This design comes from an exercise in tuning for small area on the open sky130 flow, not from production work. At most, simulation tests tie the RTL to the original design; equivalence was not proved. The RTL of run 6 was laid out without a check of its function. Power figures rest on the tool's default switching activity, not on a simulated workload.

--- flow/config.mk ---
export PLATFORM = sky130hd
export DESIGN_NAME = bst_rx
export DESIGN_NICKNAME = bst_rx
export VERILOG_FILES = /design/flow/design.v
export SDC_FILE = /design/flow/constraint.sdc
export NUM_CORES = 4
export LEC_CHECK = 0
export CAP_MARGIN = 20
export CORE_MARGIN = 2
export CORE_UTILIZATION = 40
export PLACE_DENSITY = 0.6
export SLEW_MARGIN = 20
--- flow/constraint.sdc ---
create_clock -name core_clock -period 7.0 [get_ports {clk}]
set_input_delay 1.4000 -clock core_clock [delete_from_list [all_inputs] [get_ports {clk}]]
set_output_delay 1.4000 -clock core_clock [all_outputs]
set_load 0.01 [all_outputs]
--- flow/design.v ---
module bst_msg_dec (
    input  wire [10:0]  n,           
    input  wire         is_a,        
    input  wire         is_b,        
    input  wire [7:0]   s_tag,
    input  wire [7:0]   s_l,
    input  wire [7:0]   s_h2,
    input  wire [7:0]   s_pdus,
    input  wire [7:0]   s_pduf,
    input  wire [7:0]   s_c,
    input  wire [7:0]   s_ctrl,
    output wire [2:0]   kind,        
    output wire [2:0]   prio,
    output wire         dst_valid,
    output wire [17:0]  pgn,
    output wire [10:0]  dlen,
    output reg  [2:0]   field,
    output wire         id_valid,
    output reg  [15:0]  declared,
    output reg  [15:0]  actual
);
    localparam [2:0] F_HEADER = 3'd0;
    localparam [2:0] F_L      = 3'd1;
    localparam [2:0] F_DL     = 3'd2;
    localparam [2:0] F_LL     = 3'd3;
    localparam [2:0] F_DATA   = 3'd4;
    wire is_d = (s_tag == 8'hD0);
    wire [15:0] ll = {s_h2, s_l};
    wire [10:0] n2  = n - 11'd2;
    wire [10:0] n8  = n - 11'd8;
    wire [10:0] n13 = n - 11'd13;
    wire nz       = (n != 11'd0);
    wire short8   = (n < 11'd8);
    wire short13  = (n < 11'd13);
    wire l_ok     = ({3'd0, s_l} == n2);
    wire dl_ok    = ({3'd0, s_ctrl} == n8);
    wire data_ok  = (n <= 11'd16);
    wire ll_big   = (ll > 16'd1785);
    wire ll_ok    = (ll == {5'd0, n13});
    wire ok_a = !short8 && l_ok && dl_ok;
    wire ok_b = !short8 && l_ok && data_ok;
    wire ok_d = !short13 && !ll_big && ll_ok;
    wire msg  = nz && ((is_a && ok_a) || (is_b && ok_b) || (is_d && ok_d));
    wire unk  = nz && !is_a && !is_b && !is_d;
    assign kind      = msg ? 3'd0 : (unk ? 3'd4 : 3'd5);
    assign prio      = is_a ? s_h2[2:0] : s_c[4:2];
    assign dst_valid = !is_b || (s_pduf[7:4] != 4'hF);
    assign pgn       = {s_c[1:0], s_pduf, (s_pduf[7:4] == 4'hF) ? s_pdus : 8'd0};
    assign dlen      = is_d ? n13 : n8;
    assign id_valid  = nz;
    always @* begin
        field    = F_HEADER;
        declared = 16'd8;
        actual   = {5'd0, n};
        if (!nz) begin
            declared = 16'd1;
        end else if (!is_d) begin
            if (short8) begin
                field    = F_HEADER;
            end else if (!l_ok) begin
                field    = F_L;
                declared = {8'd0, s_l};
                actual   = {5'd0, n2};
            end else if (is_b) begin
                field    = F_DATA;
                actual   = {5'd0, n8};
            end else begin
                field    = F_DL;
                declared = {8'd0, s_ctrl};
                actual   = {5'd0, n8};
            end
        end else begin
            if (short13) begin
                declared = 16'd13;
            end else if (ll_big) begin
                field    = F_DATA;
                declared = 16'd1785;
                actual   = ll;
            end else begin
                field    = F_LL;
                declared = ll;
                actual   = {5'd0, n13};
            end
        end
    end
endmodule
module bst_rx #(
    parameter MAX_FRAME = 1798
) (
    input  wire         clk,
    input  wire         rst,             
    input  wire         in_valid,
    input  wire [7:0]   in_byte,
    output reg          dat_valid,
    output wire [7:0]   dat_byte,
    output wire [10:0]  dat_idx,
    output reg          evt_valid,
    output wire [2:0]   evt_kind,
    output wire [7:0]   msg_tag,
    output wire [2:0]   msg_prio,
    output wire [7:0]   msg_pdus,
    output wire [7:0]   msg_pduf,
    output wire [1:0]   msg_dp,
    output wire [7:0]   msg_dst,
    output wire         msg_dst_valid,
    output wire [7:0]   msg_src,
    output wire [31:0]  msg_ts,
    output wire [1:0]   msg_trc,
    output wire         msg_dir,
    output wire [7:0]   msg_dpp,
    output wire [7:0]   msg_ctrl,
    output wire [17:0]  msg_pgn,
    output wire [10:0]  msg_dlen,
    output wire [10:0]  err_len,
    output wire [7:0]   err_byte,
    output wire [7:0]   err_expected,
    output wire         err_cks_valid,
    output wire [7:0]   err_id,
    output wire         err_id_valid,
    output wire [2:0]   err_field,
    output wire [15:0]  err_declared,
    output wire [15:0]  err_actual
);
    localparam [7:0] DLE = 8'h10;
    localparam [7:0] STX = 8'h02;
    localparam [7:0] ETX = 8'h03;
    localparam [1:0] S_SCAN     = 2'd0;
    localparam [1:0] S_SCAN_DLE = 2'd1;
    localparam [1:0] S_BODY     = 2'd2;
    localparam [1:0] S_BODY_ESC = 2'd3;
    localparam [1:0] E_FRAME    = 2'd0;
    localparam [1:0] E_CHECKSUM = 2'd1;
    localparam [1:0] E_UNESC    = 2'd2;
    localparam [1:0] E_TOOLARGE = 2'd3;
    reg  [1:0]   state;
    reg          empty;      
    reg  [10:0]  idx;        
    reg  [7:0]   nsum;       
    reg  [7:0]   blast;      
    reg  [1:0]   ek;         
    reg          cks_nz;     
    reg  [7:0]   s_tag, s_l, s_h2, s_pdus, s_pduf, s_src, s_dst, s_c, s_ctrl;
    reg  [7:0]   s_ts0, s_ts1, s_ts2, s_ts3;
    wire is_a = (s_tag == 8'h93) || (s_tag == 8'h94);
    wire is_b = (s_tag == 8'h95);
    wire b_dle = (in_byte == DLE);
    wire b_stx = (in_byte == STX);
    wire b_etx = (in_byte == ETX);
    wire buf_full = !empty && (idx == MAX_FRAME);
    reg          append;         
    reg          unesc;          
    reg          fend;           
    reg          clear;          
    reg  [1:0]   next_state;
    reg          ev;             
    reg  [1:0]   ev_class;
    always @* begin
        append     = 1'b0;
        unesc      = 1'b0;
        fend       = 1'b0;
        clear      = 1'b0;
        next_state = state;
        ev         = 1'b0;
        ev_class   = E_TOOLARGE;
        case (state)
            S_SCAN: begin
                if (b_dle) next_state = S_SCAN_DLE;
            end
            S_SCAN_DLE: begin
                if (b_stx) begin
                    next_state = S_BODY;
                    clear      = 1'b1;
                end else if (!b_dle) begin
                    next_state = S_SCAN;
                end
            end
            S_BODY: begin
                if (b_dle) begin
                    next_state = S_BODY_ESC;
                end else if (buf_full) begin
                    ev         = 1'b1;
                    clear      = 1'b1;
                    next_state = S_SCAN;
                end else begin
                    append = 1'b1;
                end
            end
            S_BODY_ESC: begin
                if (b_dle) begin
                    if (buf_full) begin
                        ev         = 1'b1;
                        clear      = 1'b1;
                        next_state = S_SCAN;
                    end else begin
                        append     = 1'b1;
                        next_state = S_BODY;
                    end
                end else if (b_etx) begin
                    ev         = 1'b1;
                    fend       = 1'b1;
                    clear      = 1'b1;
                    next_state = S_SCAN;
                    ev_class   = (!empty && nsum == blast) ? E_FRAME : E_CHECKSUM;
                end else begin
                    ev         = 1'b1;
                    unesc      = 1'b1;
                    clear      = 1'b1;
                    ev_class   = E_UNESC;
                    next_state = b_stx ? S_BODY : S_SCAN;
                end
            end
        endcase
    end
    wire [12:0] pos;
    genvar p;
    generate
        for (p = 0; p < 13; p = p + 1) begin : g_pos
            if (p == 0) begin : g0
                assign pos[p] = empty;
            end else begin : gn
                assign pos[p] = !empty && (idx == p - 1);
            end
        end
    endgenerate
    wire        wr = in_valid && (append || unesc);
    always @(posedge clk) begin
        if (rst) begin
            state <= S_SCAN;
            empty <= 1'b1;
        end else if (in_valid) begin
            state <= next_state;
            if (clear)
                empty <= 1'b1;
            else if (append)
                empty <= 1'b0;
        end
    end
    always @(posedge clk) begin
        if (in_valid && (append || unesc || fend))
            idx <= empty ? 11'd0 : idx + {10'd0, !fend};
        if (wr) begin
            nsum  <= empty ? 8'd0 : nsum - blast;
            blast <= in_byte;
        end
        if (wr && pos[0])                              s_tag  <= in_byte;
        if (wr && pos[1])                              s_l    <= in_byte;
        if (wr && pos[2])                              s_h2   <= in_byte;
        if (wr && (pos[3] || (pos[5] && !is_a)))       s_pdus <= in_byte;
        if (wr && (pos[4] || (pos[6] && !is_a)))       s_pduf <= in_byte;
        if (wr && pos[4])                              s_src  <= in_byte;
        if (wr && (pos[3] || (pos[5] && is_b) || (pos[6] && is_a)))
                                                       s_dst  <= in_byte;
        if (wr && (pos[5] || (pos[7] && !is_a)))       s_c    <= in_byte;
        if (wr && (pos[7] || (pos[8] && !is_a)))       s_ctrl <= in_byte;
        if (wr && (pos[2] || (pos[9] && !is_b)))       s_ts0  <= in_byte;
        if (wr && (pos[3] || (pos[10] && !is_b)))      s_ts1  <= in_byte;
        if (wr && pos[11])                             s_ts2  <= in_byte;
        if (wr && pos[12])                             s_ts3  <= in_byte;
    end
    always @(posedge clk) begin
        if (rst) begin
            dat_valid <= 1'b0;
            evt_valid <= 1'b0;
        end else begin
            dat_valid <= in_valid && append;
            evt_valid <= in_valid && ev;
        end
        ek     <= ev_class;
        cks_nz <= !empty;
    end
    assign dat_byte = blast;
    assign dat_idx  = idx;
    wire [2:0] md_kind;
    bst_msg_dec u_msg (
        .n(idx), .is_a(is_a), .is_b(is_b),
        .s_tag(s_tag), .s_l(s_l), .s_h2(s_h2), .s_pdus(s_pdus), .s_pduf(s_pduf),
        .s_c(s_c), .s_ctrl(s_ctrl),
        .kind(md_kind), .prio(msg_prio), .dst_valid(msg_dst_valid), .pgn(msg_pgn),
        .dlen(msg_dlen), .field(err_field), .id_valid(err_id_valid),
        .declared(err_declared), .actual(err_actual)
    );
    assign evt_kind = (ek == E_FRAME) ? md_kind : {1'b0, ek};
    assign msg_tag  = s_tag;
    assign msg_pdus = s_pdus;
    assign msg_pduf = s_pduf;
    assign msg_dp   = s_c[1:0];
    assign msg_dst  = s_dst;
    assign msg_src  = s_src;
    assign msg_ts   = {is_b ? 16'd0 : {s_ts3, s_ts2}, s_ts1, s_ts0};
    assign msg_trc  = s_c[6:5];
    assign msg_dir  = s_c[7];
    assign msg_dpp  = s_c;
    assign msg_ctrl = s_ctrl;
    assign err_len       = idx;
    assign err_byte      = blast;
    assign err_expected  = nsum;
    assign err_cks_valid = cks_nz;
    assign err_id        = s_tag;
endmodule
--- flow/flow/run.sh ---
#!/bin/bash
# Standard layout, with the port buffers built from the smallest buffer cell
# and a clock tree of mid-size buffers without dummy loads.
set -euo pipefail
export BUFFER_PORTS_ARGS="-buffer_cell sky130_fd_sc_hd__buf_1"
export CTS_ARGS="-sink_clustering_enable -repair_clock_nets -dont_use_dummy_load -buf_list sky130_fd_sc_hd__clkbuf_8 -sink_clustering_size 20"
bash standard.sh finish > make_finish.log 2>&1
--- flow/standard.sh ---
#!/bin/bash
# synth_recipe.tcl (not shown) runs the flow's synth.tcl, then flattens the netlist and writes it again
# the make line also repeats each setting of config.mk as NAME=value (left out here)
make -C /OpenROAD-flow-scripts/flow DESIGN_CONFIG=/design/flow/config.mk WORK_HOME=/design/flow/orfs CLKGATE_MAP_FILE= SYNTH_SCRIPT=/design/flow/synth_recipe.tcl "${@:-finish}"
==> results of run 1 <==
## metrics by stage
step	utilization, %	hold WS (ns)	worst slack (ns)	std cells
floorplan	-	0.4888	2.071	742
global placement	44.96	0.5181	1.929	1167
detailed placement	44.96	0.5345	1.741	1167
CTS	46.17	0.5428	1.588	1184
global route	46.27	0.5772	1.392	1184
finish	46.27	0.5447	1.581	1184
## worst register-to-register path, cell delays in order, from the launching register on
cell and delay (ns):
edfxtp_1 0.71, nor4_4 0.61, nand2_1 0.38, nor3_1 0.48
and2_1 0.28, a21oi_1 0.08, a21oi_1 0.75
## power breakdown
group | switching, uW | internal (uW)
Combinational | 18.2 | 4.69
Sequential | 0.0126 | 906
Clock | 254 | 214
## cell families (layout without fill, tap and decap cells)
group                      count (synthesis)  after routing
buffers and inverters                    114            291
and+or+nand+nor                          275            275
other                                      1              5
DFF                                      139            139
xor gates and xnor gates                  58             58
adders and majority gates                 23             23
AOI/OAI and AO/OA                        122            122
muxes                                      6              6
## state kept, by name (all words and copies together), names as in the netlist
signal	count
cks_nz	1
state	2
s_pduf	8
s_l	8
s_ts3	8
nsum	8
idx	11
s_ts0	8
empty	1
s_c	8
dat_valid	1
s_dst	8
s_src	8
s_ctrl	8
ek	2
s_ts2	8
evt_valid	1
blast	8
s_h2	8
s_ts1	8
s_tag	8
s_pdus	8
## synth_stat cells (7+ instances only)
master,number
edfxtp_1,131
nor2_1,70
nand2_1,52
buf_4,47
clkbuf_1,35
xnor2_1,32
a21oi_1,31
nor3_1,31
o21ai_0,27
xor2_1,25
nor2b_1,23
ha_1,22
inv_1,21
nand3_1,18
a31oi_1,11
and2_1,11
and3_1,10
nor4_1,10
o22ai_1,9
dfxtp_1,8
nand2b_1,7
nand4_1,7
## layer usage
metal  up-vias  GRT usage [%]
li1       2961              -
met1      3098          32.07
met2       361          38.05
met3        29          5.731
met4         0          6.244
met5         -              0
## final cells by class
class / count / area (um2)
sequential: 139 / 4094
multi-input combinational: 489 / 3164
fill: 1869 / 10390
tap: 265 / 331.6
clock buffer: 17 / 234.0
inverter: 22 / 82.58
timing repair buffer: 252 / 1040
## worst max path at each step
stage	slack, ns	from	depth (start not counted)	endpoint
2_1_floorplan	2.07	idx[3]	12	err_declared[4]
3_3_place_gp	1.93	in_byte[2]	8	s_src[6]
3_5_place_dp	1.74	in_byte[2]	8	s_src[0]
4_1_cts	1.59	idx[8]	8	err_declared[2]
5_1_grt	1.39	idx[4]	12	err_actual[1]
6_report	1.58	idx[4]	12	err_declared[2]
==> summary.md, run 1 <==
| Metric | Value |
|---|---|
| P_leak | `about 0.003 uW` |
| Min Tclk post-route | `approximately 5.4 ns` |
| Nets | `around 960` |
| First-pass GRT wire length | `between 30000 and 40000 um` |
| Routed WL | `approximately 25000 um` |
| CP startpoint kind | `flip-flop` |
| Commonest non-fill, non-tap cell in the layout | `buf_1` |
| Clock root cell | `clkbuf_8` |
| Clock slew at reported path FFs | `around 0.07 ns` |
| Crit path top cell by count | `buf_4` |
| Gr ovfl total | `0` |
| Vias in the first global route | `6015` |
| DRT met1 WL | `roughly 10000 um` |
| Synth area leaders | `edfxtp_1 (50%), buf_4 (4.5%), xnor2_1 (3.6%)` |
| Most used DFF post-synth | `edfxtp_1` |
| ANT cells | `0` |
| Die area | `slightly above 20000 um2` |
| Worst Hold Class | `reg -> reg` |
| Clock Path Buffers | `2` |
| Largest family of logic cells by synthesized area | `simple AND/OR/NAND/NOR gates` |
| CTS Sinks | `around 140` |
| Reg2Reg Setup Slack | `between 3 and 4 ns` |
| Maximum number of pins on one net before global-route repair | `27` |
| Setup violators final | `0` |
| Slowest cell delay on critical path | `approximately 0.7 ns` |
| Die extent in x | `about 140 um` |
| Pwr per Cell Area | `roughly 160 nW/um2` |
| Hold path startpoint | `state[0]` |
| Mux share of post-synthesis cell area | `less than 1%` |
| DR pass1 iterations | `5` |
| Slew Viols, Final | `0` |
| RSZ-0062 raised after global routing | `no` |
| Max Cap Viol | `0` |
| CTS tree | `yes` |
| Top-area cell type share of the netlist area | `about 50%` |
| CP top delay family | `simple AND/OR/NAND/NOR gates` |
| Post-synth EDFFs | `131` |
| CP Capture Type | `primary output` |
| Crit path buffers/inverters | `4` |
| Post-route clock period utilization | `a little under 80%` |
| Worst reg2reg endpoint | `s_dst[4]` |
| Slew headroom | `~34%` |
| Synth unique cells | `69` |
| Final clock skew | `around 0.034 ns` |
| DP Wirelength | `between 15000 and 20000 um` |
| CTS resizes | `0` |
| Routed vias | `approximately 6400` |
| Critical R2R Launch | `idx[8]` |
| Initial Utilization | `between 40% and 50%` |
| Core area | `19330 um2` |
| Setup TNS | `0 ns` |
| Worst Path Required | `5.60 ns` |
| Max rail drop VDD | `between 0.1 and 0.15 mV` |
| YS warnings | `2` |
| Area fraction in and, or, nand and nor cells after synthesis | `between 10% and 20%` |
| Post-DRT Antenna Nets | `0` |
| CP max stage cell | `nor2_1` |
| DR WL met3 | `between 2000 and 2500 um` |
| Most frequent cells in the layout | `buf_1 (227), edfxtp_1 (131), nor2_1 (70)` |
| Vias per cell | `5.447` |
| WP data arrival | `between 4 and 5 ns` |
| Crit-path max FO | `21` |
| Gate Count Post-Synth | `between 700 and 800` |
| GP Congestion | `between 0.9 and 1` |
| Die Y | `approximately 140 um` |
| Top routing layer in use | `met4` |
| Post-synth top area cell | `edfxtp_1` |
| IO buf count | `approximately 230` |
| Skew-Pair Late Insertion Delay | `roughly 0.44 ns` |
| Avg WL per Cell | `between 20 and 25 um` |
| Layout cells sized above 1 | `under 10%` |
| Post-synthesis sequential area ratio | `a little over half` |
| Worst-Margin Slew | `between 0.9 and 1 ns` |
| Critical path type | `reg -> out` |
| Worst Reg2Reg Path Length in Cells | `6` |
| Outcome | `timing/DRC/antenna clean` |
| Post-CTS setup buffer count | `0` |
| Adder-Cell Fraction of Synth Area | `under 10%` |
| Number of register bits inferred by synthesis | `139` |
| Pwr Total | `about 1400 uW` |
| Synth Area in Compound Gates | `between 10% and 20%` |
| Initial drt markers | `540` |
| Post-route DRC | `0` |
| Post-Synth XOR/XNOR Area | `between 6 and 7%` |
| Met2 WL post-DR | `between 10000 and 15000 um` |
| Num ports | `roughly 230` |
| Cell Area, Placed | `8692 um2` |
| Asr flop ratio synth | `0%` |
| Row Count | `51` |
| Fmax achieved | `~180 MHz` |
| Crit-path cells | `buf_4 -> inv_1 -> ha_1 -> xnor3_1 -> and3_1 -> o211ai_1 -> nor4_2 -> buf_4 -> nor2_1 -> a221oi_1 -> nor3_1 -> buf_1` |
| Final hold vios | `0` |
| Hold path cells | `2` |
| Hold Path End | `state[0]` |
| Avg Inst Size Synth | `10.60 um2` |
| Initial antenna violation count | `0` |
| Hold-fix buffers at CTS | `0` |
| Layout overhead on the synthesized area | `14.38%` |
| TritonCTS Buffers | `17` |
| Finished Cell Area | `roughly 8900 um2` |
| Total Routing Usage GR | `around a quarter` |
| Netlist Area Pre-Place | `7821 um2` |
| Htree depth | `4` |
==> inputs of run 2 (changes only) <==
==> flow/run.sh (new file) <==
#!/bin/bash
# synth_recipe.tcl (not shown) runs the flow's synth.tcl, then flattens the netlist and writes it again
# the make line also repeats each setting of config.mk as NAME=value (left out here)
make -C /OpenROAD-flow-scripts/flow DESIGN_CONFIG=/design/flow/config.mk WORK_HOME=/design/flow/orfs CLKGATE_MAP_FILE= SYNTH_SCRIPT=/design/flow/synth_recipe.tcl finish
removed: flow/flow/run.sh
removed: flow/standard.sh
==> summary.md, run 2 <==
| Metric | Value |
|---|---|
| Hold path cells | `2` |
| First-pass GRT wire length | `between 40000 and 50000 um` |
| Largest register FFs | `11` |
| Final hold vios | `0` |
| Net Sw Frac | `around 21%` |
| Gate Count Post-Synth | `about 740` |
| CTS tree | `yes` |
| Fin worst setup slack | `1.029 ns` |
| Vias in the first global route | `around 6500` |
| Pwr per Cell Area | `around 170 nW/um2` |
| Num ports | `roughly 230` |
| Clock root cell | `clkbuf_16` |
| Avg WL per Cell | `22.95 um` |
| Max Cap Viol | `0` |
| Initial Utilization | `40.45%` |
| Die extent in x | `about 140 um` |
| Worst reg2reg endpoint | `nsum[6]` |
| TritonCTS Buffers | `17` |
| Post-Place Cells | `1172` |
| Worst hold slack | `~0.57 ns` |
| Slew headroom | `33.74%` |
| Reg2Reg Setup Slack | `between 3 and 4 ns` |
| CP startpoint kind | `flip-flop` |
| Initial antenna violation count | `0` |
| Gr ovfl total | `0` |
| Total Routing Usage GR | `a little over a quarter` |
| Most used DFF post-synth | `edfxtp_1` |
| IO buf count | `around 230` |
| Commonest non-fill, non-tap cell in the layout | `clkdlybuf4s50_1` |
| Synth unique cells | `slightly below 70` |
| Netlist Area Pre-Place | `slightly below 8000 um2` |
| ANT cells | `0` |
| Post-route DRC | `0` |
| Cell with the most instances after synthesis | `edfxtp_1` |
| Post-synth top area cell | `edfxtp_1` |
| Clock slew at reported path FFs | `approximately 0.06 ns` |
| CTS Sinks | `roughly 140` |
| P_leak | `approximately 0.0038 uW` |
| Final clock skew | `0.008156 ns` |
| Slew Viols, Final | `0` |
| Post-synth top cells | `edfxtp_1 (131), nor2_1 (70), nand2_1 (52), buf_4 (47), clkbuf_1 (35)` |
| Outcome | `timing/DRC/antenna clean` |
| RSZ-0062 raised after global routing | `no` |
| Finished Cell Area | `10760 um2` |
| Htree depth | `4` |
| Internal | `around 1500 uW` |
| Place WS | `about 1.4 ns` |
| Cell Area, Placed | `roughly 10000 um2` |
| DP Wirelength | `around 20000 um` |
| Hold-fix buffers at CTS | `0` |
| Row Count | `51` |
| DR pass1 iterations | `5` |
| WP data arrival | `4.57 ns` |
| Worst Path Required | `between 5 and 6 ns` |
| Fmax achieved | `around 170 MHz` |
| Min Tclk post-route | `~6.0 ns` |
| Post-synthesis sequential area ratio | `between 50% and 60%` |
| Crit-path cells | `buf_4 -> inv_1 -> ha_1 -> nor3b_2 -> a21oi_1 -> o22ai_1 -> nor4_2 -> buf_4 -> nor2_1 -> a221oi_1 -> nor3_1 -> clkdlybuf4s50_1` |
| Filler instances | `about 1700` |
| GP Congestion | `roughly 0.94` |
| Hold path startpoint | `state[0]` |
| Initial drt markers | `between 400 and 500` |
| Worst Reg2Reg Path Length in Cells | `5` |
| Post-route clock period utilization | `85.30%` |
| Top-area cell type share of the netlist area | `between 50 and 60%` |
| Clock Path Buffers | `2` |
| Skew-Pair Late Insertion Delay | `0.43 ns` |
| Max rail drop VDD | `0.1690 mV` |
| Post-CTS setup buffer count | `0` |
| Asr flop ratio synth | `0%` |
| Die area | `around 21000 um2` |
| Avg Inst Size Synth | `10.60 um2` |
| Most frequent cells in the layout | `clkdlybuf4s50_1 (227), edfxtp_1 (131), nor2_1 (70)` |
| Core area | `approximately 19000 um2` |
| Post-Layout Cell Count | `about 1200` |
| Worst-Margin Slew | `0.9864 ns` |
| Routed vias | `around 6600` |
| Post-synth EDFFs | `roughly 130` |
| Largest Register | `idx` |
| Slowest cell delay on critical path | `about 0.62 ns` |
| Die Y | `143.8 um` |
| Vias per cell | `5.506` |
| Logic pwr share | `around 1.4%` |
| Maximum number of pins on one net before global-route repair | `26` |
| CTS resizes | `0` |
| YS warnings | `2` |
| Crit path top cell by count | `buf_4` |
| Hold Path End | `state[0]` |
| Setup TNS | `0 ns` |
| Post-DRT Antenna Nets | `0` |
| CP Capture Type | `primary output` |
| Crit-path max FO | `21` |
| Worst Hold Class | `reg -> reg` |
| CP max stage cell | `nor2_1` |
| Flop pwr share | `between 40 and 50%` |
| Synth area leaders | `edfxtp_1 (50%), buf_4 (4.5%), xnor2_1 (3.6%)` |
| Critical R2R Launch | `idx[5]` |
| Number of register bits inferred by synthesis | `roughly 140` |
| Critical path type | `reg -> out` |
| Net load switching power | `396.9 uW` |
| Layout cells sized above 1 | `between 8 and 9%` |
| Routed WL | `roughly 28000 um` |
| Setup violators final | `0` |
| Layout overhead on the synthesized area | `37.56%` |
| Nets | `960` |
| Clock network fraction of total power | `about half` |
run 2: cell counts after synthesis:
Identical to the previous run, type by type.
run 2: logic make-up after synthesis:
| group | after synthesis | synth area share, % |
|---|---|---|
| multiplexers | 6 | 0.8159 |
| adder cells (fa/ha/maj) | 23 | 3.775 |
| XOR/XNOR | 58 | 6.671 |
| flip-flops | 139 | 52.34 |
| AO/OA/AOI/OAI | 122 | 10.09 |
| AND/OR/NAND/NOR | 275 | 18.46 |
| other | 1 | 0.04795 |
| buffers and inverters | 114 | 7.791 |
run 2: through the flow:
step | total power, uW | util (%)
floorplan | 928.7 | -
global placement | 950.3 | 52.49
detailed placement | 950.6 | 52.49
CTS | 1861 | 55.65
global route | 1895 | 55.65
finish | 1849 | 55.65
run 2: how the worst max path moves through the flow:
stage / from / end / depth (start not counted)
CTS: idx[4] / err_declared[2] / 12
floorplan: idx[3] / err_declared[4] / 12
finish: idx[4] / err_declared[2] / 12
global route: idx[4] / err_declared[4] / 12
detailed placement: in_byte[5] / s_ts3[7] / 8
global placement: in_byte[5] / s_ts3[1] / 8
run 2: cell type report:
type | count | area [um2] | area share [%]
inverters | 22 | 82.58 | 0.7675
well taps | 265 | 331.6 | 3.082
flip-flops and latches | 139 | 4094 | 38.05
clock inverters | 15 | 183.9 | 1.709
repair buffers | 257 | 2497 | 23.21
clock buffers | 17 | 425.4 | 3.954
multi-input cells | 489 | 3144 | 29.22
run 2: metal layers:
metal	vias to the layer above	GRT usage, %	part of all wire, %
li1	2994	-	-
met1	3270	33.68	41
met2	316	45.44	50
met3	49	5.798	6.9
met4	0	9.391	2.7
met5	-	0	0
run 2: power by group through the flow:
stage	registers [uW]	logic, uW	clock network [uW]
2_1_floorplan	924	4.57	0
3_3_place_gp	924	26.4	0
3_5_place_dp	924	26.7	0
4_1_cts	906	26.7	929
5_1_grt	906	28.1	961
6_report	906	26.1	917
run 2: worst max-delay path, delay by kind of cell (launching register included):
kind	cells	cell delay (ns)
AOI/OAI and AO/OA	3	0.66
buffers and inverters	4	1.18
DFF	1	0.35
adders and majority gates	1	0.39
and+or+nand+nor	4	1.54
==> inputs of run 3 (changes only) <==
--- a/flow/design.v
+++ b/flow/design.v
@@ -4,4 +4,5 @@
     input  wire         is_b,        
-    input  wire [7:0]   s_tag,
+    input  wire         is_d,        
     input  wire [7:0]   s_l,
+    input  wire [7:0]   s_x,
     input  wire [7:0]   s_h2,
@@ -10,3 +11,2 @@
     input  wire [7:0]   s_c,
-    input  wire [7:0]   s_ctrl,
     output wire [2:0]   kind,        
@@ -19,3 +19,3 @@
     output reg  [15:0]  declared,
-    output reg  [15:0]  actual
+    output wire [15:0]  actual
 );
@@ -26,18 +26,18 @@
     localparam [2:0] F_DATA   = 3'd4;
-    wire is_d = (s_tag == 8'hD0);
-    wire [15:0] ll = {s_h2, s_l};
-    wire [10:0] n2  = n - 11'd2;
-    wire [10:0] n8  = n - 11'd8;
-    wire [10:0] n13 = n - 11'd13;
-    wire nz       = (n != 11'd0);
-    wire short8   = (n < 11'd8);
-    wire short13  = (n < 11'd13);
-    wire l_ok     = ({3'd0, s_l} == n2);
-    wire dl_ok    = ({3'd0, s_ctrl} == n8);
-    wire data_ok  = (n <= 11'd16);
-    wire ll_big   = (ll > 16'd1785);
-    wire ll_ok    = (ll == {5'd0, n13});
-    wire ok_a = !short8 && l_ok && dl_ok;
+    wire [15:0] ll = {s_h2, s_x};
+    wire nz      = (n != 11'd0);
+    wire short8  = (n < 11'd8);
+    wire short13 = (n < 11'd13);
+    wire short   = is_d ? short13 : short8;
+    wire data_ok = (n <= 11'd16);
+    wire ll_big  = (ll > 16'd1785);
+    wire [8:0] l_plus2 = {1'b0, s_l} + 9'd2;
+    wire       l_ok    = (n == {2'd0, l_plus2});
+    wire [3:0]  c = short ? 4'd0 : (is_d ? 4'd13 : (l_ok ? 4'd8 : 4'd2));
+    wire [10:0] d = n - {7'd0, c};
+    wire [15:0] t    = {is_d ? s_h2 : 8'd0, s_x};
+    wire        t_ok = (t == {5'd0, d});
+    wire ok_a = !short8 && l_ok && t_ok;
     wire ok_b = !short8 && l_ok && data_ok;
-    wire ok_d = !short13 && !ll_big && ll_ok;
+    wire ok_d = !short13 && !ll_big && t_ok;
     wire msg  = nz && ((is_a && ok_a) || (is_b && ok_b) || (is_d && ok_d));
@@ -48,37 +48,21 @@
     assign pgn       = {s_c[1:0], s_pduf, (s_pduf[7:4] == 4'hF) ? s_pdus : 8'd0};
-    assign dlen      = is_d ? n13 : n8;
+    assign dlen      = d;
     assign id_valid  = nz;
+    assign actual    = (is_d && !short && ll_big) ? ll : {5'd0, d};
     always @* begin
-        field    = F_HEADER;
-        declared = 16'd8;
-        actual   = {5'd0, n};
-        if (!nz) begin
-            declared = 16'd1;
-        end else if (!is_d) begin
-            if (short8) begin
-                field    = F_HEADER;
-            end else if (!l_ok) begin
-                field    = F_L;
-                declared = {8'd0, s_l};
-                actual   = {5'd0, n2};
-            end else if (is_b) begin
-                field    = F_DATA;
-                actual   = {5'd0, n8};
-            end else begin
-                field    = F_DL;
-                declared = {8'd0, s_ctrl};
-                actual   = {5'd0, n8};
-            end
+        if (!nz || short) begin
+            field    = F_HEADER;
+            declared = !nz ? 16'd1 : (is_d ? 16'd13 : 16'd8);
+        end else if (is_d) begin
+            field    = ll_big ? F_DATA : F_LL;
+            declared = ll_big ? 16'd1785 : t;
+        end else if (!l_ok) begin
+            field    = F_L;
+            declared = {8'd0, s_l};
+        end else if (is_b) begin
+            field    = F_DATA;
+            declared = 16'd8;
         end else begin
-            if (short13) begin
-                declared = 16'd13;
-            end else if (ll_big) begin
-                field    = F_DATA;
-                declared = 16'd1785;
-                actual   = ll;
-            end else begin
-                field    = F_LL;
-                declared = ll;
-                actual   = {5'd0, n13};
-            end
+            field    = F_DL;
+            declared = t;
         end
@@ -141,3 +125,3 @@
     reg          cks_nz;     
-    reg  [7:0]   s_tag, s_l, s_h2, s_pdus, s_pduf, s_src, s_dst, s_c, s_ctrl;
+    reg  [7:0]   s_tag, s_l, s_x, s_h2, s_pdus, s_pduf, s_src, s_dst, s_c;
     reg  [7:0]   s_ts0, s_ts1, s_ts2, s_ts3;
@@ -145,2 +129,3 @@
     wire is_b = (s_tag == 8'h95);
+    wire is_d = (s_tag == 8'hD0);
     wire b_dle = (in_byte == DLE);
@@ -148,3 +133,3 @@
     wire b_etx = (in_byte == ETX);
-    wire buf_full = !empty && (idx == MAX_FRAME);
+    wire buf_full = !empty && idx[10] && idx[9] && idx[8] && idx[2] && idx[1];
     reg          append;         
@@ -245,3 +230,4 @@
         if (wr && pos[0])                              s_tag  <= in_byte;
-        if (wr && pos[1])                              s_l    <= in_byte;
+        if (wr && (pos[1] || (pos[8] && is_d)))        s_l    <= in_byte;
+        if (wr && (pos[1] || (pos[7] && is_a)))        s_x    <= in_byte;
         if (wr && pos[2])                              s_h2   <= in_byte;
@@ -253,3 +239,2 @@
         if (wr && (pos[5] || (pos[7] && !is_a)))       s_c    <= in_byte;
-        if (wr && (pos[7] || (pos[8] && !is_a)))       s_ctrl <= in_byte;
         if (wr && (pos[2] || (pos[9] && !is_b)))       s_ts0  <= in_byte;
@@ -274,5 +259,4 @@
     bst_msg_dec u_msg (
-        .n(idx), .is_a(is_a), .is_b(is_b),
-        .s_tag(s_tag), .s_l(s_l), .s_h2(s_h2), .s_pdus(s_pdus), .s_pduf(s_pduf),
-        .s_c(s_c), .s_ctrl(s_ctrl),
+        .n(idx), .is_a(is_a), .is_b(is_b), .is_d(is_d),
+        .s_l(s_l), .s_x(s_x), .s_h2(s_h2), .s_pdus(s_pdus), .s_pduf(s_pduf), .s_c(s_c),
         .kind(md_kind), .prio(msg_prio), .dst_valid(msg_dst_valid), .pgn(msg_pgn),
@@ -292,3 +276,3 @@
     assign msg_dpp  = s_c;
-    assign msg_ctrl = s_ctrl;
+    assign msg_ctrl = s_l;
     assign err_len       = idx;
==> flow/flow/run.sh (new file) <==
#!/bin/bash
# Standard layout with three changes: synthesis's pass-through buffers are
# removed before placement (as the timing-driven placement does), the port
# buffers use the smallest buffer cell, and the clock tree uses mid-size
# buffers without dummy loads.
set -euo pipefail
export PRE_GLOBAL_PLACE_TCL="$PWD/flow/pre_global_place.tcl"
export BUFFER_PORTS_ARGS="-buffer_cell sky130_fd_sc_hd__buf_1"
export CTS_ARGS="-sink_clustering_enable -repair_clock_nets -dont_use_dummy_load -buf_list sky130_fd_sc_hd__clkbuf_8 -sink_clustering_size 20"
bash standard.sh finish > make_finish.log 2>&1
==> flow/flow/pre_global_place.tcl (new file) <==
# Remove synthesis's buffers; global_place.tcl then buffers the ports.
remove_buffers
==> flow/standard.sh (new file) <==
#!/bin/bash
# synth_recipe.tcl (not shown) runs the flow's synth.tcl, then flattens the netlist and writes it again
# the make line also repeats each setting of config.mk as NAME=value (left out here)
make -C /OpenROAD-flow-scripts/flow DESIGN_CONFIG=/design/flow/config.mk WORK_HOME=/design/flow/orfs CLKGATE_MAP_FILE= SYNTH_SCRIPT=/design/flow/synth_recipe.tcl "${@:-finish}"
--- a/flow/config.mk
+++ b/flow/config.mk
@@ -10,2 +10,3 @@
 export CORE_UTILIZATION = 40
+export GPL_TIMING_DRIVEN = 0
 export PLACE_DENSITY = 0.6
removed: flow/run.sh
==> summary.md, run 3 <==
| Metric | Value |
|---|---|
| Outcome | `timing/DRC/antenna clean` |
| Filler instances | `1722` |
| TritonCTS Buffers | `17` |
| DR pass1 iterations | `4` |
| Slew headroom | `about a quarter` |
| Die Y | `around 140 um` |
| Synth unique cells | `between 70 and 80` |
| Critical path type | `reg -> out` |
| Initial antenna violation count | `0` |
| Avg WL per Cell | `roughly 19 um` |
| Routed WL | `~20000 um` |
| CTS tree | `yes` |
| Most used DFF post-synth | `edfxtp_1` |
| Post-synth top cells | `edfxtp_1 (131), buf_4 (47), nor2_1 (47), and2_1 (34), nand2_1 (29)` |
| Largest Register | `idx` |
| Clock network fraction of total power | `33.3%` |
| Final clock skew | `between 0.02 and 0.025 ns` |
| Setup TNS | `0 ns` |
| Synth Area in Compound Gates | `~7.9%` |
| Htree depth | `4` |
| Post-synth top area cell | `edfxtp_1` |
| Hold-fix buffers at CTS | `0` |
| Pwr per Cell Area | `169.0 nW/um2` |
| Post-synth EDFFs | `approximately 130` |
| Avg Inst Size Synth | `about 12 um2` |
| P_leak | `around 0.0028 uW` |
| Nets | `roughly 830` |
| Top-area cell type share of the netlist area | `a little over half` |
| Worst Hold Class | `reg -> reg` |
| Total Routing Usage GR | `a little over 20%` |
| RSZ-0062 raised after global routing | `no` |
| Area fraction in and, or, nand and nor cells after synthesis | `about 17%` |
| Net load switching power | `between 200 and 300 uW` |
| Clock root cell | `clkbuf_8` |
| Number of register bits inferred by synthesis | `between 100 and 150` |
| Crit-path max FO | `8` |
| Post-synthesis sequential area ratio | `56.85%` |
| Gr ovfl total | `0` |
| Post-route DRC | `0` |
| Setup violators final | `0` |
| Adder-Cell Fraction of Synth Area | `approximately 3.1%` |
| Synth area leaders | `edfxtp_1 (55%), buf_4 (4.9%), and2_1 (3.0%)` |
| Maximum number of pins on one net before global-route repair | `27` |
| DP Wirelength | `around 13000 um` |
| Core area | `~18000 um2` |
| Internal | `approximately 1100 uW` |
| Slew Viols, Final | `0` |
| Clock slew at reported path FFs | `about 0.060 ns` |
| Most frequent cells in the layout | `buf_1 (227), edfxtp_1 (131), nor2_1 (47)` |
| Area occupied by registers | `around 4100 um2` |
| Fmax achieved | `approximately 150 MHz` |
| CP Capture Type | `primary output` |
| CP startpoint kind | `flip-flop` |
| Layout overhead on the synthesized area | `14.35%` |
| Initial drt markers | `246` |
| Largest family of logic cells by synthesized area | `simple AND/OR/NAND/NOR gates` |
| Logic pwr share | `approximately 1.5%` |
| Worst Path Required | `5.60 ns` |
| Place WS | `0.6454 ns` |
| Area of the multi-input gates | `between 2000 and 3000 um2` |
| Post-Synth XOR/XNOR Area | `4.813%` |
| GP Congestion | `between 0.8 and 0.9` |
| Asr flop ratio synth | `0%` |
| Clock Path Buffers | `2` |
| Die area | `between 15000 and 20000 um2` |
| Layout cells sized above 1 | `under 10%` |
| Max rail drop VDD | `0.1479 mV` |
| Largest register FFs | `11` |
| WP data arrival | `5.31 ns` |
| Flop pwr share | `between 60% and 70%` |
| Vias in the first global route | `4989` |
| Initial Utilization | `40.36%` |
| IO buf count | `227` |
| ANT cells | `0` |
| Post-route clock period utilization | `between 90 and 100%` |
| Netlist Area Pre-Place | `between 7000 and 8000 um2` |
| Skew-Pair Late Insertion Delay | `between 0.4 and 0.5 ns` |
| Post-DRT Antenna Nets | `0` |
| Row Count | `approximately 50` |
| Commonest non-fill, non-tap cell in the layout | `buf_1` |
| First-pass GRT wire length | `between 20000 and 30000 um` |
| Num ports | `about 230` |
| Net Sw Frac | `slightly below 20%` |
| Min Tclk post-route | `roughly 6.7 ns` |
| Mux share of post-synthesis cell area | `about 2.3%` |
| Worst-Margin Slew | `~1.1 ns` |
| YS warnings | `2` |
| Cell with the most instances after synthesis | `edfxtp_1` |
| Die extent in x | `between 100 and 150 um` |
| Routed vias | `5400` |
| Vias per cell | `about 5.3` |
| Fin worst setup slack | `slightly below 0.3 ns` |
| Max Cap Viol | `0` |
| Final hold vios | `0` |
| CTS Sinks | `about 140` |
| Gate Count Post-Synth | `~610` |
## run 3: changes by cell type in the layout (fill, tap and decap cells not counted), sizes merged, moves of 10 or more
cell	delta
nor3	-16
nor2b	-11
xnor2	-14
nor2	-22
clkdlybuf4s50	-227
o21ai	-10
nand2	-23
buf	+207
and2	+23
## run 3: what timing repair did
action | in CTS | in global routing
endpoints found under the setup margin | 0 | 1
resized for setup | 0 | 1
buffers inserted | 0 | 8
## run 3: path summary, 6_finish.rpt
path,startpoint,depth (start not counted),slack (ns),end
worst max-delay path,s_l[1],17,0.29,evt_kind[0]
worst min-delay path,state[1],2,0.64,state[1]
worst max register to register,empty,8,3.07,s_x[0]
worst min register to register,state[1],2,0.64,state[1]
## run 3: cell type report
type                       count  share of cell area (%)
sequential                   139                   49.72
multi-input combinational    379                   31.62
timing repair buffer         237                   11.20
tap                          229                   3.480
clock buffer                  17                   2.842
inverter                      25                   1.140
## run 3: kinds of logic after synthesis
kind of cell / after synthesis
simple gates: 221
fa+ha+maj: 17
other cells: 1
xor+xnor: 38
mux: 15
flops: 139
buf+inv: 100
compound gates: 83
## run 3: metal layers
layer | wire, um | share of wire, % | vias up | GRT usage (%)
li1 | - | - | 2531 | -
met1 | 8850 | 45 | 2611 | 28.01
met2 | 8720 | 45 | 239 | 30.61
met3 | 1665 | 8.5 | 19 | 6.547
met4 | 263 | 1.3 | 0 | 5.693
met5 | 0 | 0 | - | 0
## run 3: critical path, stage by stage (launching register included)
cell,delay (ns)
edfxtp_1,0.54
ha_1,0.38
and2_1,0.19
a211o_1,0.29
a31oi_1,0.23
a311oi_4,0.11
or2_1,0.35
nor2_4,0.15
inv_2,0.08
fa_1,0.42
a21o_1,0.23
a211o_1,0.36
xor2_1,0.36
a21oi_1,0.07
or4b_1,0.52
a41oi_1,0.23
o21ai_0,0.20
buf_1,0.17
## run 3: power groups by stage
stage | Combinational, uW | Sequential (uW) | Clock [uW]
2_1_floorplan | 5.07 | 924 | 0
3_3_place_gp | 21.0 | 925 | 0
3_5_place_dp | 21.8 | 925 | 0
4_1_cts | 21.6 | 906 | 480
5_1_grt | 22.8 | 906 | 510
6_report | 21.0 | 907 | 464
## run 3: per-stage QoR
step | power [uW] | hold WS [ns] | std cells | area [um2] | utilization, %
finish | 1392 | 0.6410 | 1026 | 8234 | 46.15
global placement | 945.6 | 0.6146 | 999 | 7881 | 44.18
global route | 1439 | 0.6927 | 1026 | 8234 | 46.15
detailed placement | 946.3 | 0.6220 | 1001 | 7934 | 44.47
CTS | 1408 | 0.6291 | 1018 | 8168 | 45.78
floorplan | 929.4 | 0.4392 | 618 | 7216 | -
==> inputs of run 4 (changes only) <==
--- a/flow/config.mk
+++ b/flow/config.mk
@@ -7,3 +7,3 @@
 export LEC_CHECK = 0
-export CAP_MARGIN = 20
+export CAP_MARGIN = 0
 export CORE_MARGIN = 2
@@ -12,2 +12,2 @@
 export PLACE_DENSITY = 0.6
-export SLEW_MARGIN = 20
+export SLEW_MARGIN = 0
==> summary.md, run 4 <==
| Metric | Value |
|---|---|
| Min Tclk post-route | `6.701 ns` |
| Largest register FFs | `11` |
| Asr flop ratio synth | `0%` |
| Initial drt markers | `243` |
| Net load switching power | `approximately 270 uW` |
| Logic pwr share | `1.5%` |
| Avg Inst Size Synth | `11.73 um2` |
| Netlist Area Pre-Place | `between 7000 and 8000 um2` |
| Slew headroom | `around 16%` |
| Vias in the first global route | `about 5000` |
| TritonCTS Buffers | `17` |
| YS warnings | `2` |
| Worst-Margin Slew | `~1.3 ns` |
| Flop pwr share | `around two thirds` |
| Clock slew at reported path FFs | `roughly 0.060 ns` |
| DP Wirelength | `between 10000 and 15000 um` |
| GP Congestion | `0.8568` |
| Clock root cell | `clkbuf_8` |
| Nets | `822` |
| Layout cells sized above 1 | `6.683%` |
| Area of the multi-input gates | `2575 um2` |
| Avg WL per Cell | `between 15 and 20 um` |
| Commonest non-fill, non-tap cell in the layout | `buf_1` |
| Slew Viols, Final | `0` |
| Initial antenna violation count | `0` |
| Clock Path Buffers | `2` |
| Critical path type | `reg -> out` |
| CP startpoint kind | `flip-flop` |
| Num ports | `approximately 230` |
| Most used DFF post-synth | `edfxtp_1` |
| Post-route DRC | `0` |
| Finished Cell Area | `approximately 8200 um2` |
| WP data arrival | `approximately 5.3 ns` |
| Worst Hold Class | `reg -> reg` |
| Internal | `1122 uW` |
| Fmax achieved | `around 150 MHz` |
| Net Sw Frac | `19.32%` |
| DR pass1 iterations | `6` |
| Outcome | `timing/DRC/antenna clean` |
| RSZ-0062 raised after global routing | `no` |
| Synth area leaders | `edfxtp_1 (55%), buf_4 (4.9%), and2_1 (3.0%)` |
| Crit-path max FO | `9` |
| Final clock skew | `between 0.02 and 0.03 ns` |
| Routed WL | `19290 um` |
| Post-synth top cells | `edfxtp_1 (131), buf_4 (47), nor2_1 (47), and2_1 (34), nand2_1 (29)` |
| Post-DRT Antenna Nets | `0` |
| Htree depth | `4` |
| Worst Path Required | `between 5 and 6 ns` |
| IO buf count | `between 200 and 250` |
| ANT cells | `0` |
| CTS Sinks | `approximately 140` |
| Clock network fraction of total power | `about a third` |
| Layout overhead on the synthesized area | `13.57%` |
| CP Capture Type | `primary output` |
| CTS tree | `yes` |
| Routed vias | `roughly 5300` |
| Area occupied by registers | `a little over 4000 um2` |
| P_leak | `approximately 0.0027 uW` |
| Skew-Pair Late Insertion Delay | `0.44 ns` |
| Core area | `~18000 um2` |
| Pwr per Cell Area | `~170 nW/um2` |
| Synth unique cells | `71` |
| Maximum number of pins on one net before global-route repair | `27` |
| Gate Count Post-Synth | `~610` |
| Setup violators final | `0` |
| Final hold vios | `0` |
| Die Y | `138.2 um` |
| Cell with the most instances after synthesis | `edfxtp_1` |
| Filler instances | `roughly 1700` |
| Cell Area, Placed | `a little under 8000 um2` |
| Number of register bits inferred by synthesis | `approximately 140` |
| First-pass GRT wire length | `29420 um` |
| Gr ovfl total | `0` |
| Largest Register | `idx` |
| Vias per cell | `just over 5` |
| Setup TNS | `0 ns` |
| Post-synth EDFFs | `between 100 and 150` |
| Die extent in x | `between 100 and 150 um` |
| Row Count | `49` |
| Top-area cell type share of the netlist area | `54.63%` |
| Post-route clock period utilization | `~96%` |
| Max rail drop VDD | `~0.15 mV` |
| Post-synth top area cell | `edfxtp_1` |
| Most frequent cells in the layout | `buf_1 (227), edfxtp_1 (131), nor2_1 (47)` |
| Post-synthesis sequential area ratio | `a little under three fifths` |
| Die area | `19090 um2` |
| Max Cap Viol | `0` |
| Initial Utilization | `roughly 40%` |
| Total Routing Usage GR | `between 20% and 30%` |
-- run 4: cell counts after synthesis --
Identical to the previous run, type by type.
-- run 4: cell type report --
class / instances / area share (%)
inverter: 25 / 1.147
clock buffer: 17 / 2.861
timing repair buffer: 233 / 10.94
tap: 229 / 3.504
multi-input combinational: 379 / 31.49
sequential: 139 / 50.06
-- run 4: per-layer routing --
metal	global-route usage, %	vias to the layer above	part of all wire [%]
li1	-	2520	-
met1	27.78	2544	46
met2	30.25	209	45
met3	6.685	19	7.9
met4	5.800	0	1.3
met5	0	-	0
-- run 4: through the flow --
stage	utilization [%]	worst slack (ns)	total power [uW]	cells	hold WS [ns]
3_5_place_dp	44.29	0.6682	946.0	1000	0.6244
3_3_place_gp	44.18	0.6856	945.6	999	0.6146
4_1_cts	45.60	0.1881	1408	1017	0.6324
6_report	45.84	0.2988	1391	1022	0.6417
2_1_floorplan	-	1.264	929.4	618	0.4392
5_1_grt	45.84	0.02689	1438	1022	0.6926
-- run 4: cell families after synthesis --
logic type,share of synthesized area [%]
buf+inv,7.872
mux,2.276
xor+xnor,4.813
flops,56.85
fa+ha+maj,3.128
simple gates,17.10
compound gates,7.907
other cells,0.05208
-- run 4: power groups by stage --
stage | logic [uW] | clock network, uW | registers, uW
6_report | 21.0 | 463 | 907
5_1_grt | 22.8 | 510 | 906
4_1_cts | 21.3 | 480 | 907
3_5_place_dp | 21.4 | 0 | 925
3_3_place_gp | 21.0 | 0 | 925
2_1_floorplan | 5.07 | 0 | 924
-- run 4: critical path, stage by stage, from the launching register on --
cell      delay (ns)
edfxtp_1        0.53
ha_2            0.35
a21oi_2         0.07
or4b_4          0.49
a311oi_4        0.48
or2_1           0.34
or2b_1          0.27
ha_1            0.19
or2_2           0.31
a211o_1         0.34
xor2_1          0.35
a21oi_1         0.07
or4b_1          0.52
a41oi_1         0.21
o21ai_0         0.18
buf_1           0.17
-- run 4: worst paths after layout --
| path | start | end | slack [ns] | depth (start not counted) |
|---|---|---|---|---|
| max | s_l[1] | evt_kind[0] | 0.30 | 15 |
| min | state[1] | state[1] | 0.64 | 2 |
| max reg2reg | empty | s_pdus[7] | 2.95 | 7 |
| min reg2reg | state[1] | state[1] | 0.64 | 2 |
-- run 4: timing repair --
| action | 4_1_cts | 5_1_grt |
|---|---|---|
| hold buffers | 0 | 0 |
| setup buffers | 0 | 4 |
| resized for setup | 0 | 1 |
| endpoints found under the setup margin | 0 | 1 |
==> inputs of run 5 (changes only) <==
--- a/flow/flow/run.sh
+++ b/flow/flow/run.sh
@@ -8,3 +8,3 @@
 export BUFFER_PORTS_ARGS="-buffer_cell sky130_fd_sc_hd__buf_1"
-export CTS_ARGS="-sink_clustering_enable -repair_clock_nets -dont_use_dummy_load -buf_list sky130_fd_sc_hd__clkbuf_8 -sink_clustering_size 20"
+export CTS_ARGS="-sink_clustering_enable -repair_clock_nets -dont_use_dummy_load -buf_list {sky130_fd_sc_hd__clkbuf_4 sky130_fd_sc_hd__clkbuf_8} -sink_clustering_size 30 -sink_clustering_max_diameter 150"
 bash standard.sh finish > make_finish.log 2>&1
==> summary.md, run 5 <==
| Metric | Value |
|---|---|
| Skew-Pair Late Insertion Delay | `roughly 0.44 ns` |
| DR pass1 iterations | `6` |
| Post-synthesis sequential area ratio | `56.85%` |
| Initial antenna violation count | `0` |
| Total Routing Usage GR | `between 20% and 30%` |
| Fmax achieved | `about 150 MHz` |
| CTS Sinks | `139` |
| Final clock skew | `0.02666 ns` |
| Die area | `19090 um2` |
| CP startpoint kind | `flip-flop` |
| Setup violators final | `0` |
| Hold path startpoint | `state[1]` |
| Flop pwr share | `roughly 65%` |
| Largest Register | `idx` |
| Synth unique cells | `between 70 and 80` |
| CTS tree | `yes` |
| Internal | `around 1100 uW` |
| Critical path type | `reg -> out` |
| Post-route clock period utilization | `approximately 96%` |
| Commonest non-fill, non-tap cell in the layout | `buf_1` |
| Num ports | `between 200 and 250` |
| Clock network fraction of total power | `approximately 33%` |
| Cell with the most instances after synthesis | `edfxtp_1` |
| Post-synth top area cell | `edfxtp_1` |
| Post-route DRC | `0` |
| Slew Viols, Final | `0` |
| Reg2Reg Setup Slack | `a little under 3 ns` |
| GP Congestion | `0.8568` |
| Htree depth | `4` |
| Maximum number of pins on one net before global-route repair | `27` |
| Clock root cell | `clkbuf_8` |
| Worst-Margin Slew | `between 1 and 1.5 ns` |
| Hold path cells | `2` |
| Clock Path Buffers | `2` |
| Hold-fix buffers at CTS | `0` |
| Worst Reg2Reg Path Length in Cells | `7` |
| Worst Hold Class | `reg -> reg` |
| Row Count | `49` |
| Finished Cell Area | `a little over 8000 um2` |
| Avg Inst Size Synth | `between 10 and 15 um2` |
| WP data arrival | `around 5.3 ns` |
| Slowest cell delay on critical path | `0.53 ns` |
| First-pass GRT wire length | `about 29000 um` |
| Routed WL | `a little under 20000 um` |
| Largest register FFs | `11` |
| Gr ovfl total | `0` |
| DP Wirelength | `~13000 um` |
| Crit-path cells | `ha_2 -> a21oi_2 -> or4b_4 -> a311oi_4 -> or2_1 -> or2b_1 -> ha_1 -> or2_2 -> a211o_1 -> xor2_1 -> a21oi_1 -> or4b_1 -> a41oi_1 -> o21ai_0 -> buf_1` |
| Clock slew at reported path FFs | `~0.06 ns` |
| IO buf count | `between 200 and 250` |
| Initial Utilization | `40.36%` |
| Nets | `between 800 and 900` |
| Final hold vios | `0` |
| Asr flop ratio synth | `0%` |
| Max rail drop VDD | `~0.15 mV` |
| TritonCTS Buffers | `17` |
| Layout overhead on the synthesized area | `13.57%` |
| Top-area cell type share of the netlist area | `54.63%` |
| Vias in the first global route | `between 4000 and 5000` |
| Fin worst setup slack | `roughly 0.30 ns` |
| Pwr per Cell Area | `~170 nW/um2` |
| Initial drt markers | `approximately 240` |
| Net Sw Frac | `between 15 and 20%` |
| Cell Area, Placed | `slightly below 8000 um2` |
| P_leak | `between 0.002 and 0.003 uW` |
| Core area | `roughly 18000 um2` |
| CP Capture Type | `primary output` |
| Net load switching power | `268.7 uW` |
| Slew headroom | `around 16%` |
| Post-DRT Antenna Nets | `0` |
| Outcome | `timing/DRC/antenna clean` |
| CP max stage cell | `edfxtp_1` |
| Most frequent cells in the layout | `buf_1 (227), edfxtp_1 (131), nor2_1 (47)` |
| Number of register bits inferred by synthesis | `139` |
| Post-synth top cells | `edfxtp_1 (131), buf_4 (47), nor2_1 (47), and2_1 (34), nand2_1 (29)` |
| Vias per cell | `5.178` |
| Die extent in x | `~140 um` |
| Hold Path End | `state[1]` |
| Netlist Area Pre-Place | `between 7000 and 8000 um2` |
| YS warnings | `2` |
| Max Cap Viol | `0` |
| Gate Count Post-Synth | `~610` |
| Critical R2R Launch | `empty` |
| ANT cells | `0` |
| Post-synth EDFFs | `131` |
| Min Tclk post-route | `6.701 ns` |
| Routed vias | `roughly 5300` |
| Logic pwr share | `roughly 1.5%` |
| Layout cells sized above 1 | `approximately 6.7%` |
| Most used DFF post-synth | `edfxtp_1` |
| Place WS | `between 0.6 and 0.7 ns` |
| Setup TNS | `0 ns` |
| Synth area leaders | `edfxtp_1 (55%), buf_4 (4.9%), and2_1 (3.0%)` |
| Die Y | `approximately 140 um` |
| Worst Path Required | `between 5 and 6 ns` |
| Worst reg2reg endpoint | `s_pdus[7]` |
| Crit-path max FO | `9` |
| Avg WL per Cell | `18.87 um` |
| RSZ-0062 raised after global routing | `no` |
==> run 5: cell counts after synthesis <==
Identical to the previous run, type by type.
==> run 5: power by group through the flow <==
stage / Clock [uW] / Sequential, uW / Combinational, uW
floorplan: 0 / 924 / 5.07
global placement: 0 / 925 / 21.0
detailed placement: 0 / 925 / 21.4
CTS: 480 / 907 / 21.3
global route: 510 / 906 / 22.8
finish: 463 / 907 / 21.0
==> run 5: layout make-up <==
cell class	count	area, um2
Fill cell	1725	9663
Inverter	25	93.84
Multi-Input combinational cell	379	2575
Sequential cell	139	4094
Clock buffer	17	234.0
Timing Repair Buffer	233	894.6
Tap cell	229	286.5
==> run 5: worst max path at each step <==
stage | cells past startpoint | slack (ns) | end | from
finish | 15 | 0.30 | evt_kind[0] | s_l[1]
global route | 15 | 0.03 | evt_kind[0] | s_l[1]
CTS | 15 | 0.19 | evt_kind[0] | s_l[1]
detailed placement | 15 | 0.67 | evt_kind[0] | s_l[1]
global placement | 15 | 0.69 | evt_kind[0] | s_l[1]
floorplan | 18 | 1.26 | evt_kind[0] | s_l[1]
==> run 5: layer usage <==
metal  wire [um]  GRT usage [%]
met3        1527          6.685
met4         247          5.800
met1        8816          27.78
met5           0              0
met2        8698          30.25
==> run 5: cells by family (layout without fill, tap and decap cells) <==
logic type	count (synthesis)	in the layout	share of synthesized area [%]
simple gates	221	221	17.10
flops	139	139	56.85
buf+inv	100	275	7.872
compound gates	83	83	7.907
xor+xnor	38	38	4.813
fa+ha+maj	17	17	3.128
mux	15	15	2.276
other cells	1	5	0.05208
==> run 5: repair_timing <==
item / CTS / global route
setup endpoints to repair: 0 / 1
buffers inserted: 0 / 4
resized for setup: 0 / 1
hold endpoints to repair: 0 / 0
==> run 5: per-stage QoR <==
step / instances / hold slack [ns] / util [%] / total power [uW]
after global placement: 999 / 0.6146 / 44.18 / 945.6
after global routing: 1022 / 0.6926 / 45.84 / 1438
after detailed placement: 1000 / 0.6244 / 44.29 / 946.0
final: 1022 / 0.6417 / 45.84 / 1391
after CTS: 1017 / 0.6324 / 45.60 / 1408
after floorplan: 618 / 0.4392 / - / 929.4
==> run 5: critical path: cells and delay by family, from the launching register on <==
| family | cells | cell delay, ns |
|---|---|---|
| buf+inv | 1 | 0.17 |
| compound gates | 6 | 1.35 |
| simple gates | 5 | 1.93 |
| flops | 1 | 0.53 |
| fa+ha+maj | 2 | 0.54 |
| xor+xnor | 1 | 0.35 |
==> inputs of run 6 (changes only) <==
--- a/flow/design.v
+++ b/flow/design.v
@@ -133,2 +133,3 @@
     wire b_etx = (in_byte == ETX);
+    wire [7:0]   nsum_all = nsum - blast;
     wire buf_full = !empty && idx[10] && idx[9] && idx[8] && idx[2] && idx[1];
@@ -187,3 +188,3 @@
                     next_state = S_SCAN;
-                    ev_class   = (!empty && nsum == blast) ? E_FRAME : E_CHECKSUM;
+                    ev_class   = (!empty && nsum_all == 8'd0) ? E_FRAME : E_CHECKSUM;
                 end else begin
@@ -226,3 +227,3 @@
         if (wr) begin
-            nsum  <= empty ? 8'd0 : nsum - blast;
+            nsum  <= empty ? 8'd0 : nsum_all;
             blast <= in_byte;
==> flow/flow/run.sh (replaced) <==
#!/bin/bash
# Standard layout with four changes: ABC maps the logic with an area-oriented
# script (flow/area.abc), synthesis's pass-through buffers are removed before
# placement (as the timing-driven placement does), the port buffers use the
# smallest buffer cell, and the clock tree uses mid-size buffers without
# dummy loads.
set -euo pipefail
export AREA_ABC_SCRIPT="$PWD/flow/area.abc"
export PRE_GLOBAL_PLACE_TCL="$PWD/flow/pre_global_place.tcl"
export BUFFER_PORTS_ARGS="-buffer_cell sky130_fd_sc_hd__buf_1"
export CTS_ARGS="-sink_clustering_enable -repair_clock_nets -dont_use_dummy_load -buf_list sky130_fd_sc_hd__clkbuf_8 -sink_clustering_size 20"
bash standard.sh SYNTH_SCRIPT="$PWD/flow/synth.tcl" finish > make_finish.log 2>&1
==> flow/flow/area.abc (new file) <==
strash
&get -n
&st
&syn2
&dch -f
&nf -p -R 1000
&st
&syn2
&dch -f
&nf -p -R 1000
&put
==> flow/flow/synth.tcl (new file) <==
# The standard synthesis (synth_recipe.tcl), with ABC run on an
# area-oriented script in place of ORFS's; the registers are mapped before
# ABC runs, so they come out as in the standard synthesis.
proc synth {args} { yosys synth -nofsm -noshare {*}$args }
proc abc {args} {
  set i [lsearch -exact $args -script]
  if { $i >= 0 } { set args [lreplace $args [expr {$i + 1}] [expr {$i + 1}] $::env(AREA_ABC_SCRIPT)] }
  yosys abc {*}$args
}
source $::env(SCRIPTS_DIR)/synth.tcl
# left out here: clear keep_hierarchy, flatten, clean up, hide names made inside functions, write 1_2_yosys.v
==> summary.md, run 6 <==
| Metric | Value |
|---|---|
| Total Routing Usage GR | `between 20 and 25%` |
| Slew Viols, Final | `0` |
| Nets | `just over 800` |
| Max Cap Viol | `0` |
| First-pass GRT wire length | `approximately 29000 um` |
| GP Congestion | `0.8714` |
| Outcome | `timing/DRC/antenna clean` |
| Routed WL | `19460 um` |
| Final clock skew | `0.02068 ns` |
| ANT cells | `0` |
| Largest Register | `idx` |
| Cell Area, Placed | `about 7600 um2` |
| Clock Path Buffers | `2` |
| CTS Sinks | `139` |
| Skew-Pair Late Insertion Delay | `about 0.43 ns` |
| Worst Path Required | `5.60 ns` |
| Asr flop ratio synth | `0%` |
| Initial Utilization | `roughly two fifths` |
| Vias in the first global route | `5071` |
| Number of register bits inferred by synthesis | `139` |
| Layout overhead on the synthesized area | `18.71%` |
| Layout cells sized above 1 | `6.530%` |
| Die area | `roughly 18000 um2` |
| Gate Count Post-Synth | `560` |
| Fin worst setup slack | `between 0.2 and 0.3 ns` |
| Worst Hold Class | `reg -> reg` |
| YS warnings | `2` |
| Die Y | `134.0 um` |
| Routed vias | `approximately 5400` |
| Commonest non-fill, non-tap cell in the layout | `buf_1` |
| Gr ovfl total | `0` |
| Slew headroom | `approximately 17%` |
| Met2 WL post-DR | `between 9000 and 10000 um` |
| IO buf count | `between 200 and 250` |
| WP data arrival | `between 5 and 6 ns` |
| Synth unique cells | `52` |
| CP startpoint kind | `flip-flop` |
| Post-synth EDFFs | `approximately 130` |
| Worst-Margin Slew | `~1.2 ns` |
| DR pass1 iterations | `5` |
| Most frequent cells in the layout | `buf_1 (227), edfxtp_1 (131), nor2_1 (59)` |
| Worst hold slack | `between 0.6 and 0.7 ns` |
| Post-synth top area cell | `edfxtp_1` |
| Avg Inst Size Synth | `roughly 12 um2` |
| Htree depth | `4` |
| P_leak | `roughly 0.0026 uW` |
| Die extent in x | `~130 um` |
| Initial drt markers | `about 370` |
| Clock slew at reported path FFs | `around 0.070 ns` |
| Post-DRT Antenna Nets | `0` |
| CP Capture Type | `primary output` |
| Vias per cell | `between 5 and 6` |
| Finished Cell Area | `about 8000 um2` |
| DRT met1 WL | `between 8000 and 9000 um` |
| Cell with the most instances after synthesis | `edfxtp_1` |
| Pwr per Cell Area | `roughly 170 nW/um2` |
| Fmax achieved | `approximately 150 MHz` |
| RSZ-0062 raised after global routing | `no` |
| Netlist Area Pre-Place | `6761 um2` |
| Top routing layer in use | `met4` |
| TritonCTS Buffers | `17` |
| Place WS | `-0.2216 ns` |
| Top-area cell type share of the netlist area | `about three fifths` |
| DP Wirelength | `~13000 um` |
| DR WL met3 | `1782 um` |
| Synth area leaders | `edfxtp_1 (58%), buf_4 (5.2%), nor2_1 (3.3%)` |
| Clock root cell | `clkbuf_8` |
| Final hold vios | `0` |
| Post-route DRC | `0` |
| Max rail drop VDD | `between 0.1 and 0.15 mV` |
| Core area | `about 17000 um2` |
| Post-route clock period utilization | `96.00%` |
| Crit-path max FO | `8` |
| Critical path type | `reg -> out` |
| Initial antenna violation count | `0` |
| Largest register FFs | `11` |
| Post-synthesis sequential area ratio | `60.55%` |
| Most used DFF post-synth | `edfxtp_1` |
| Post-synth top cells | `edfxtp_1 (131), nor2_1 (60), buf_4 (47), nand2_1 (31), a21oi_1 (22)` |
| Row Count | `between 40 and 50` |
| Avg WL per Cell | `~20 um` |
| Maximum number of pins on one net before global-route repair | `24` |
| Min Tclk post-route | `between 6 and 7 ns` |
| CTS tree | `yes` |
| Setup violators final | `0` |
| Num ports | `~230` |
[run 6: cell count changes in the layout (fill, tap and decap cells not counted), moves of 5 or more]
cell,change
nor2_1,+12
and3_1,+6
and2_1,-34
nand2b_1,+5
a21oi_1,-6
inv_1,-24
or2_0,+5
mux2_1,+8
and2_0,+21
clkinv_1,+17
nand3_1,-7
mux2_2,-11
buf_4,+16
[run 6: area by class of cell]
cell class | count | area, um2
multi-input combinational | 358 | 2342
fill | 1543 | 8498
timing repair buffer | 248 | 1010
sequential | 139 | 4094
inverter | 19 | 71.32
tap | 220 | 275.3
clock buffer | 17 | 234.0
[run 6: report_power, final]
group,switching [uW],internal (uW),total (uW)
sequential,0.794,907,908
clock,251,213,465
combinational,20.4,3.54,23.9
[run 6: timing repair]
| item | CTS | global route |
|---|---|---|
| setup endpoints to repair | 2 | 2 |
| resized for setup | 8 | 7 |
| cloned | 0 | 0 |
| pin swaps | 2 | 3 |
| setup buffers | 16 | 2 |
| hold buffers | 0 | 0 |
[run 6: metrics by stage]
step | TNS [ns] | power (uW) | util, % | cells
finish | 0 | 1396 | 48.57 | 1001
global route | 0 | 1441 | 48.57 | 1001
CTS | 0 | 1407 | 48.34 | 999
detailed placement | -0.2418 | 949.6 | 45.92 | 966
global placement | -26.95 | 948.7 | 45.67 | 963
floorplan | 0 | 932.8 | - | 564
[run 6: logic make-up (layout without fill, tap and decap cells)]
logic type	Yosys count	in the layout	share of synthesized area [%]
DFF	139	139	60.55
buffers and inverters	67	284	6.329
muxes	10	10	1.628
xor gates and xnor gates	35	35	4.534
adders and majority gates	16	16	3.183
AOI/OAI and AO/OA	79	79	7.624
other	1	5	0.05546
and+or+nand+nor	213	213	16.10
[run 6: worst paths after layout]
| check | start | end | slack, ns | depth (start not counted) |
|---|---|---|---|---|
| worst max register to register | empty | s_ts0[6] | 2.53 | 8 |
| worst min register to register | state[1] | state[1] | 0.60 | 2 |
| worst min-delay path | state[1] | state[1] | 0.60 | 2 |
| worst max-delay path | idx[8] | evt_kind[0] | 0.28 | 21 |
[run 6: worst max-delay path: stages (launching register included)]
cell	delay (ns)
edfxtp_1	0.45
or3_1	0.40
or4_1	0.48
or2_0	0.26
a31o_1	0.28
nand2_1	0.18
inv_2	0.09
nor2_4	0.10
nor3_2	0.07
inv_2	0.12
ha_1	0.23
a21o_1	0.15
a21o_1	0.20
a211o_1	0.37
xor2_2	0.23
o22ai_1	0.11
a2111oi_1	0.36
nand3_1	0.15
o21ai_1	0.20
a21oi_1	0.05
or2_0	0.25
buf_1	0.15
[run 6: metal layers]
| layer | GRT usage, % | up-vias |
|---|---|---|
| li1 | - | 2429 |
| met2 | 35.27 | 303 |
| met1 | 28.32 | 2619 |
| met5 | 0 | - |
| met4 | 6.316 | 0 |
| met3 | 6.387 | 28 |

[afterwards: timing with drivers on the ports]
In the flow no input, the clock included, has a driving cell. The finished layouts below were timed again as built, in two steps.
Step 1 (the two cells are an assumption about what drives the block):
set clk [get_ports {clk}]
set_driving_cell -lib_cell sky130_fd_sc_hd__clkbuf_16 $clk
set_driving_cell -lib_cell sky130_fd_sc_hd__buf_2 [delete_from_list [all_inputs] $clk]
Step 2 moves the port delays by t, midway between the first and last clock arrival at a register: inputs arrive t later, outputs are due t later. That takes back most of the time a late clock gives input paths.
Three values: no drivers, after step 1, after step 2; two values: the first two.
run	shift t [ns]	setup WS [ns]	worst hold slack (ns)	worst setup path at the end
run 1	0.461	1.581 / 1.541 / 1.931	0.545 / 0.545 / 0.545	input to register
run 2	0.462	1.029 / 0.988 / 1.374	0.569 / 0.569 / 0.569	input to register
run 3	0.468	0.290 / 0.256 / 0.723	0.641 / 0.641 / 0.641	register to output
run 4	0.463	0.299 / 0.264 / 0.726	0.642 / 0.642 / 0.642	register to output
run 5	0.463	0.299 / 0.264 / 0.726	0.642 / 0.642 / 0.642	register to output
run 6	0.462	0.280 / 0.245 / 0.657	0.605 / 0.605 / 0.605	input to register
After both steps every run listed still meets setup and hold.
